Background: an optimization exercise with open tools, aiming at small area. Do not read the settings as production practice.
In this exercise RTL edits were held to simulation tests only and were not proved equivalent to the original.
Power figures rest on the tool's default switching activity, not on a simulated workload.

==> run R <==
## ggcodec
module ggcodec (
  input  wire        clk,
  input  wire        rst,         
  input  wire        start,       
  input  wire [3:0]  cmd,         
  input  wire [71:0] code_in,     
  input  wire [3:0]  len_in,
  input  wire [31:0] addr_in,
  input  wire [31:0] val_in,
  input  wire [31:0] cmp_in,
  input  wire        cmpp_in,
  output reg  [1:0]  status,
  output wire [23:0] r_addr,
  output wire [15:0] r_val,
  output wire [7:0]  r_cmp,
  output wire        r_hascmp,
  output wire [71:0] r_code,      
  output wire [3:0]  r_len
);
==> flow/config.mk <==
export PLATFORM = sky130hd
export DESIGN_NAME = ggcodec
export DESIGN_NICKNAME = ggcodec
export VERILOG_FILES = /design/flow/design.v
export SDC_FILE = /design/flow/constraint.sdc
export NUM_CORES = 4
export LEC_CHECK = 0
export CAP_MARGIN = 20
export CORE_MARGIN = 2
export CORE_UTILIZATION = 30
export CTS_BUF_LIST = sky130_fd_sc_hd__clkbuf_8
export SLEW_MARGIN = 20
==> flow/constraint.sdc <==
create_clock -name core_clock -period 8.0 [get_ports {clk}]
set_input_delay 1.6000 -clock core_clock [delete_from_list [all_inputs] [get_ports {clk}]]
set_output_delay 1.6000 -clock core_clock [all_outputs]
set_load 0.01 [all_outputs]
standard.sh (not shown) runs the stock make flow with config.mk's settings and CLKGATE_MAP_FILE= SYNTH_SCRIPT=/design/flow/synth_recipe.tcl, a recipe that flattens the netlist after the stock synthesis.
==> flow/flow/run.sh <==
#!/bin/bash
# Own layout flow: the standard layout, except that synthesis maps the
# logic with an area-oriented ABC script (flow/synth.tcl, flow/area.abc) and
# the port buffers are the smallest buffer. Each step's full output goes
# to a log file of its own in the work folder.
set -euo pipefail
W=$(pwd)
export AREA_ABC_SCRIPT=$W/flow/area.abc
# The synthesis script must be synth_recipe.tcl's, with only abc changed.
diff <(tail -n +2 synth_recipe.tcl) <(grep -v '^#' flow/synth.tcl | sed -n '/^source/,$p') > diff_synth.log 2>&1 || true
bash standard.sh SYNTH_SCRIPT=$W/flow/synth.tcl ADDER_MAP_FILE= synth > synth.log 2>&1
bash standard.sh SYNTH_SCRIPT=$W/flow/synth.tcl ADDER_MAP_FILE= \
  "BUFFER_PORTS_ARGS=-buffer_cell sky130_fd_sc_hd__buf_1" finish > layout.log 2>&1
==> flow/flow/area.abc <==
strash
dch -f
amap -F 16 -A 64 -C 4000
mfs -a
mfs2
strash
dch -f
amap -F 16 -A 64 -C 4000
mfs -a
mfs2
strash
dch -f
amap -F 16 -A 64 -C 4000
topo
==> flow/flow/synth.tcl <==
# synth_recipe.tcl with an area-only ABC mapping: every abc call of ORFS's
# synthesis script gets flow/area.abc as its script (no buffering or
# sizing for delay; the placer repairs slew and capacitance).
proc synth {args} { yosys synth -nofsm -noshare {*}$args }
proc abc {args} {
  set i [lsearch -exact $args -script]
  if { $i >= 0 } { lset args [expr {$i + 1}] $::env(AREA_ABC_SCRIPT) }
  set j [lsearch -exact $args -D]
  if { $j >= 0 } { set args [lreplace $args $j [expr {$j + 1}]] }
  set k [lsearch -exact $args -constr]
  if { $k >= 0 } { set args [lreplace $args $k [expr {$k + 1}]] }
  yosys abc {*}$args
}
source $::env(SCRIPTS_DIR)/synth.tcl
# left out here: clear keep_hierarchy, flatten, clean up, hide names made inside functions, write 1_2_yosys.v
==> inputs of run F, as changes to run R <==
--- a/flow/design.v
+++ b/flow/design.v
@@ -1,11 +1,10 @@
 module gg_scramble (
   input  wire [1:0]  sys,
   input  wire        long,
-  input  wire        en,
   input  wire [23:0] a,
   input  wire [15:0] v,
   input  wire [7:0]  c,
   output wire [39:0] s
 );
   wire [3:0] a0 = {v[7], v[2:0]};
   wire [3:0] a1 = {a[7], v[6:4]};
@@ -38,58 +37,72 @@
   wire [3:0] d4 = a[3:0];
   wire [3:0] d5 = ~a[15:12];
   wire [7:0] dx = c ^ 8'hBA;
   wire [7:0] dr = {dx[5:0], dx[7:6]};    
   wire [3:0] d6 = dr[7:4];
   wire [3:0] d7 = dr[7:4] ^ 4'h8;
   wire [3:0] d8 = dr[3:0];
-  wire sa = en && sys == 2'd0;
-  wire sb = en && sys == 2'd1;
-  wire sc = en && sys == 2'd2;
-  wire sd = en && sys == 2'd3;
-  wire [39:0] s_a = {long, a7, 1'b0, a6, 1'b0, a5, 1'b0, a4, 1'b0, a3, 1'b0, a2, 1'b0, a1, 1'b0, a0};
-  wire [39:0] s_b = {long, b7, 1'b0, b6, 1'b0, b5, 1'b0, b4, 1'b0, b3, 1'b0, b2, 1'b0, b1, 1'b0, b0};
-  wire [39:0] s_c = {c7, c6, c5, c4, c3, c2, c1, c0};
-  wire [39:0] s_d = {long, d7, 1'b0, d6, 1'b0, d5, 1'b0, d4, d8[3], d3, d8[2], d2, d8[1], d1, d8[0], d0};
-  assign s = ({40{sa}} & s_a) | ({40{sb}} & s_b) | ({40{sc}} & s_c) | ({40{sd}} & s_d);
+  reg [3:0] n [0:7];
+  integer i;
+  always @* begin
+    case (sys)
+      2'd0: begin n[0]=a0; n[1]=a1; n[2]=a2; n[3]=a3; n[4]=a4; n[5]=a5; n[6]=a6; n[7]=a7; end
+      2'd1: begin n[0]=b0; n[1]=b1; n[2]=b2; n[3]=b3; n[4]=b4; n[5]=b5; n[6]=b6; n[7]=b7; end
+      2'd2: begin n[0]=c0[3:0]; n[1]=c1[3:0]; n[2]=c2[3:0]; n[3]=c3[3:0];
+                  n[4]=c4[3:0]; n[5]=c5[3:0]; n[6]=c6[3:0]; n[7]=c7[3:0]; end
+      default: begin n[0]=d0; n[1]=d1; n[2]=d2; n[3]=d3; n[4]=d4; n[5]=d5; n[6]=d6; n[7]=d7; end
+    endcase
+  end
+  wire [7:0] hi_c = {c7[4], c6[4], c5[4], c4[4], c3[4], c2[4], c1[4], c0[4]};
+  wire [7:0] hi   = sys[0] ? {4'd0, d8} : hi_c;
+  genvar k;
+  generate
+    for (k = 0; k < 8; k = k + 1) begin : g_slot
+      assign s[5*k +: 5] = {hi[k], n[k]};
+    end
+  endgenerate
 endmodule
 module gg_unscramble (
   input  wire [1:0]  sys,
   input  wire        long,
-  input  wire        en,
   input  wire [39:0] s,
-  output wire [23:0] a,
-  output wire [15:0] v,
-  output wire [7:0]  c
+  output reg  [23:0] a,
+  output reg  [15:0] v,
+  output reg  [7:0]  c
 );
   wire [3:0] n0 = s[3:0],   n1 = s[8:5],   n2 = s[13:10], n3 = s[18:15];
   wire [3:0] n4 = s[23:20], n5 = s[28:25], n6 = s[33:30], n7 = s[38:35];
   wire [4:0] N0 = s[4:0],   N1 = s[9:5],   N2 = s[14:10], N3 = s[19:15];
   wire [4:0] N4 = s[24:20], N5 = s[29:25], N6 = s[34:30], N7 = s[39:35];
   wire [3:0] n8 = {s[19], s[14], s[9], s[4]};
   wire [7:0] dr = {n8[1:0], n6, n8[3:2]} ^ 8'hBA;
-  wire sa  = en && sys == 2'd0;
-  wire sb  = en && sys == 2'd1;
-  wire sc  = en && sys == 2'd2;
-  wire sd  = en && sys == 2'd3;
-  wire sa8 = sa && long;
-  wire sa6 = sa && !long;
-  wire sd9 = sd && long;
-  wire [23:0] a_a = {9'd0, n3[2:0], n4[3], n5[2:0], n1[3], n2[2:0], n3[3], n4[2:0]};
-  wire [23:0] a_b = {n4[1:0], n5[3:2], n6[1:0], n7[3:2], n2, n7[1:0], n4[3:2], n3, n5[1:0], n6[3:2]};
-  wire [23:0] a_c = {N3[3:0], N4[4:1], N1[1:0], N2, N3[4], N6[2:0], N7};
-  wire [23:0] a_d = {8'd0, ~n5, n2, n3, n4};
-  wire [15:0] v_a = {8'd0, n0[3], n1[2:0], 1'b0, n0[2:0]};
-  wire [15:0] v_bd = {8'd0, n0, n1};
-  wire [15:0] v_c = {N5[0], N6[4:3], N4[0], N5[4:1], N0, N1[4:2]};
-  wire [7:0]  c_a = {n6[3], n7[2:0], n5[3], n6[2:0]};
-  assign a = ({24{sa}} & a_a) | ({24{sb}} & a_b) | ({24{sc}} & a_c) | ({24{sd}} & a_d);
-  assign v = ({16{sa}} & v_a) | ({16{sb || sd}} & v_bd) | ({16{sc}} & v_c) |
-             {12'd0, (sa8 && n7[3]) || (sa6 && n5[3]), 3'd0};
-  assign c = ({8{sa8}} & c_a) | ({8{sd9}} & dr);
+  always @* begin
+    case (sys)
+      2'd0: begin
+        a = {9'd0, n3[2:0], n4[3], n5[2:0], n1[3], n2[2:0], n3[3], n4[2:0]};
+        v = {8'd0, n0[3], n1[2:0], long ? n7[3] : n5[3], n0[2:0]};
+        c = long ? {n6[3], n7[2:0], n5[3], n6[2:0]} : 8'd0;
+      end
+      2'd1: begin
+        a = {n4[1:0], n5[3:2], n6[1:0], n7[3:2], n2, n7[1:0], n4[3:2], n3, n5[1:0], n6[3:2]};
+        v = {8'd0, n0, n1};
+        c = 8'd0;
+      end
+      2'd2: begin
+        a = {N3[3:0], N4[4:1], N1[1:0], N2, N3[4], N6[2:0], N7};
+        v = {N5[0], N6[4:3], N4[0], N5[4:1], N0, N1[4:2]};
+        c = 8'd0;
+      end
+      default: begin
+        a = {8'd0, ~n5, n2, n3, n4};
+        v = {8'd0, n0, n1};
+        c = long ? dr : 8'd0;
+      end
+    endcase
+  end
 endmodule
 module gg_char_decode (input wire [1:0] sys, input wire [7:0] ch, output wire [4:0] idx, output wire ok);
   wire new_n17, new_n18, new_n19, new_n20, new_n21, new_n22, new_n23, new_n24, new_n25, new_n26, new_n27, new_n28, new_n29, new_n30, new_n31, new_n32, new_n33, new_n34, new_n35, new_n36, new_n37, new_n38, new_n39, new_n40, new_n41, new_n42, new_n43, new_n44, new_n45, new_n46, new_n47, new_n48, new_n49, new_n50, new_n51, new_n52, new_n53, new_n54, new_n55, new_n56, new_n57, new_n58, new_n59, new_n60, new_n61, new_n62, new_n63, new_n64, new_n65, new_n66, new_n67, new_n68, new_n69, new_n70, new_n71, new_n72, new_n73, new_n74, new_n75, new_n76, new_n77, new_n78, new_n79, new_n80, new_n81, new_n82, new_n83, new_n84, new_n85, new_n86, new_n87, new_n88, new_n90, new_n91, new_n92, new_n93, new_n94, new_n95, new_n96, new_n97, new_n98, new_n99, new_n100, new_n101, new_n102, new_n103, new_n104, new_n105, new_n106, new_n107, new_n108, new_n109, new_n110, new_n111, new_n112, new_n113, new_n114, new_n116, new_n117, new_n118, new_n119, new_n120, new_n121, new_n122, new_n123, new_n124, new_n125, new_n126, new_n127, new_n128, new_n129, new_n130, new_n131, new_n132, new_n133, new_n135, new_n136, new_n137, new_n138, new_n139, new_n140, new_n141, new_n142, new_n143, new_n144, new_n145, new_n146, new_n147, new_n148, new_n150;
   assign new_n17 = ch[0] & ~ch[1];
   assign new_n18 = ~ch[2] & ~ch[4];
   assign new_n19 = ~ch[1] & new_n18;
   assign new_n20 = ~ch[3] & ~ch[4];
@@ -496,48 +509,49 @@
     case (sys)
       SYS_A:   raw_ok = a_hi0 && addr_in[23:15] == 9'd0 && v_hi0 && v_b0 && c_ok;
       SYS_B:   raw_ok = !cmpp_in && a_hi0 && v_hi0 && v_b0;
       SYS_C:   raw_ok = !cmpp_in && a_hi0 && v_hi0;
       default: raw_ok = a_hi0 && addr_in[23:16] == 8'd0 && v_hi0 && v_b0 && c_ok;
     endcase
   end
-  wire [39:0] s_raw;
+  wire [39:0] s_scr;
   gg_scramble u_scr (
-    .sys (sys), .long (cmpp_in), .en (!text_in),
+    .sys (sys), .long (cmpp_in),
     .a (addr_in[23:0]), .v (val_in[15:0]), .c (cmp_in[7:0]),
-    .s (s_raw)
+    .s (s_scr)
   );
+  wire [39:0] s_raw = {(sys == SYS_C) ? s_scr[39] : cmpp_in, s_scr[38:0]};
   wire valid = text_in ? (text_ok && (op[1] ? tag_ok : 1'b1)) : raw_ok;
   reg [39:0] s_q;
   reg [1:0]  sys_q;
   reg        text_q;        
   always @(posedge clk) begin
     if (rst)
       status <= 2'd0;
     else if (start)
       status <= {~valid, valid | text_in};
   end
   always @(posedge clk) begin
     if (start) begin
-      s_q    <= ({40{text_in}} & s_txt) | s_raw;
+      s_q    <= text_in ? s_txt : s_raw;
       sys_q  <= sys;
       text_q <= ~(op[1] ^ op[0]);
     end
   end
   wire long_q = (sys_q != SYS_C) && s_q[39];
   wire ok     = status == 2'd1;
   wire txt_en = ok && text_q;
   wire raw_en = ok && !text_q;
   wire [23:0] u_a;
   wire [15:0] u_v;
   wire [7:0]  u_c;
-  gg_unscramble u_uns (.sys (sys_q), .long (long_q), .en (raw_en), .s (s_q), .a (u_a), .v (u_v), .c (u_c));
-  assign r_addr   = u_a;
-  assign r_val    = u_v;
-  assign r_cmp    = u_c;
+  gg_unscramble u_uns (.sys (sys_q), .long (long_q), .s (s_q), .a (u_a), .v (u_v), .c (u_c));
+  assign r_addr   = raw_en ? u_a : 24'd0;
+  assign r_val    = raw_en ? u_v : 16'd0;
+  assign r_cmp    = raw_en ? u_c : 8'd0;
   assign r_hascmp = ok && long_q;
   reg [3:0] t_len;
   always @* begin
     case (sys_q)
       SYS_A:   t_len = long_q ? 4'd8 : 4'd6;
       SYS_B:   t_len = 4'd8;
       SYS_C:   t_len = 4'd8;
--- a/flow/flow/run.sh
+++ b/flow/flow/run.sh
@@ -1,10 +1,10 @@
 #!/bin/bash
 # Own layout flow: the standard layout, except that synthesis maps the
-# logic with an area-oriented ABC script (flow/synth.tcl, flow/area.abc) and
+# logic with an area-only ABC script (flow/synth.tcl, flow/area.abc) and
 # the port buffers are the smallest buffer. Each step's full output goes
 # to a log file of its own in the work folder.
 set -euo pipefail
 W=$(pwd)
 export AREA_ABC_SCRIPT=$W/flow/area.abc
 # The synthesis script must be synth_recipe.tcl's, with only abc changed.
 diff <(tail -n +2 synth_recipe.tcl) <(grep -v '^#' flow/synth.tcl | sed -n '/^source/,$p') > diff_synth.log 2>&1 || true
==> flow/flow/area.abc (replaced) <==
strash
dch -f
amap
strash
dch -f
amap
topo
Settings changed: CORE_UTILIZATION 30 to 35, CTS_BUF_LIST sky130_fd_sc_hd__clkbuf_8 to unset.
==> comparison table <==
Final Total Pwr: run R 1250 uW; run F 1330 uW
Internal cell power: run R 604 uW; run F 642 uW
Synth Area in Compound Gates: run R 51.6%; run F 42.9%
Number of stages on the worst setup path: run R 12; run F 13
Final Cell Area: run R 11800 sq um; run F 12400 sq um
Ant diodes: run R 3; run F 1
Largest net degree at the start of global routing: run R 59; run F 66
Worst Reg2Reg Path Length in Cells: run R 4; run F 3
Run status: run R timing/DRC/antenna clean; run F timing/DRC/antenna clean
Detail-routed via count per cell: run R 6.53; run F 6.46
Number of fillers in the final layout: run R 3641; run F 3270
Detail-routed net length per standard cell: run R 21.4 um; run F 21.3 um
Share of cells above drive strength 1: run R 1.37%; run F 1.35%
CP max stage delay: run R 690 ps; run F 740 ps
Number of well-tap cells placed: run R 442; run F 390
Clock slew seen by the registers of the worst setup and hold paths: run R 80 ps; run F 60 ps
Total half-perimeter wirelength after legalization and detailed placement: run R 40.7 mm; run F 42.4 mm
Number of antenna violations at the first check in global routing: run R 8; run F 2
Area inside the core boundary: run R 32600 sq um; run F 29600 sq um
Reported sequential group power: run R 355 uW; run F 340 uW
Layout Area Growth over Synthesis: run R 18.7%; run F 17.4%
Fin nets: run R 2153; run F 2332
Wire length of the first global-routing pass: run R 78.4 mm; run F 82.3 mm
Fraction of standard cell area in multi-input logic: run R 65.1%; run F 66.3%

port drivers added, routing unchanged:
The flow's constraints put no driver on any port. The routed layouts listed below were extracted and timed again, unchanged, in two steps. Step 1 sets driving cells, clkbuf_16 on the clock port and buf_2 on the other inputs (assumed; they add their load-dependent delay and slew). Step 2 moves the port delays by t, midway between the first and last clock arrival at a register: inputs arrive t later, outputs are due t later. That takes back most of the time a late clock gives input paths. Slacks: ideal / step 1 / step 2; pairs: ideal / step 1.
run	shift t [ns]	setup WS [ns]	worst setup path at the end
run R	0.326	2.529 / 2.492 / 2.331	input to register
run F	0.323	1.502 / 1.461 / 1.784	register to output
After both steps every run listed still meets setup and hold. The setup slack of run R, which loses most, moves by -0.037 ns with the drivers and by -0.198 ns with both steps.
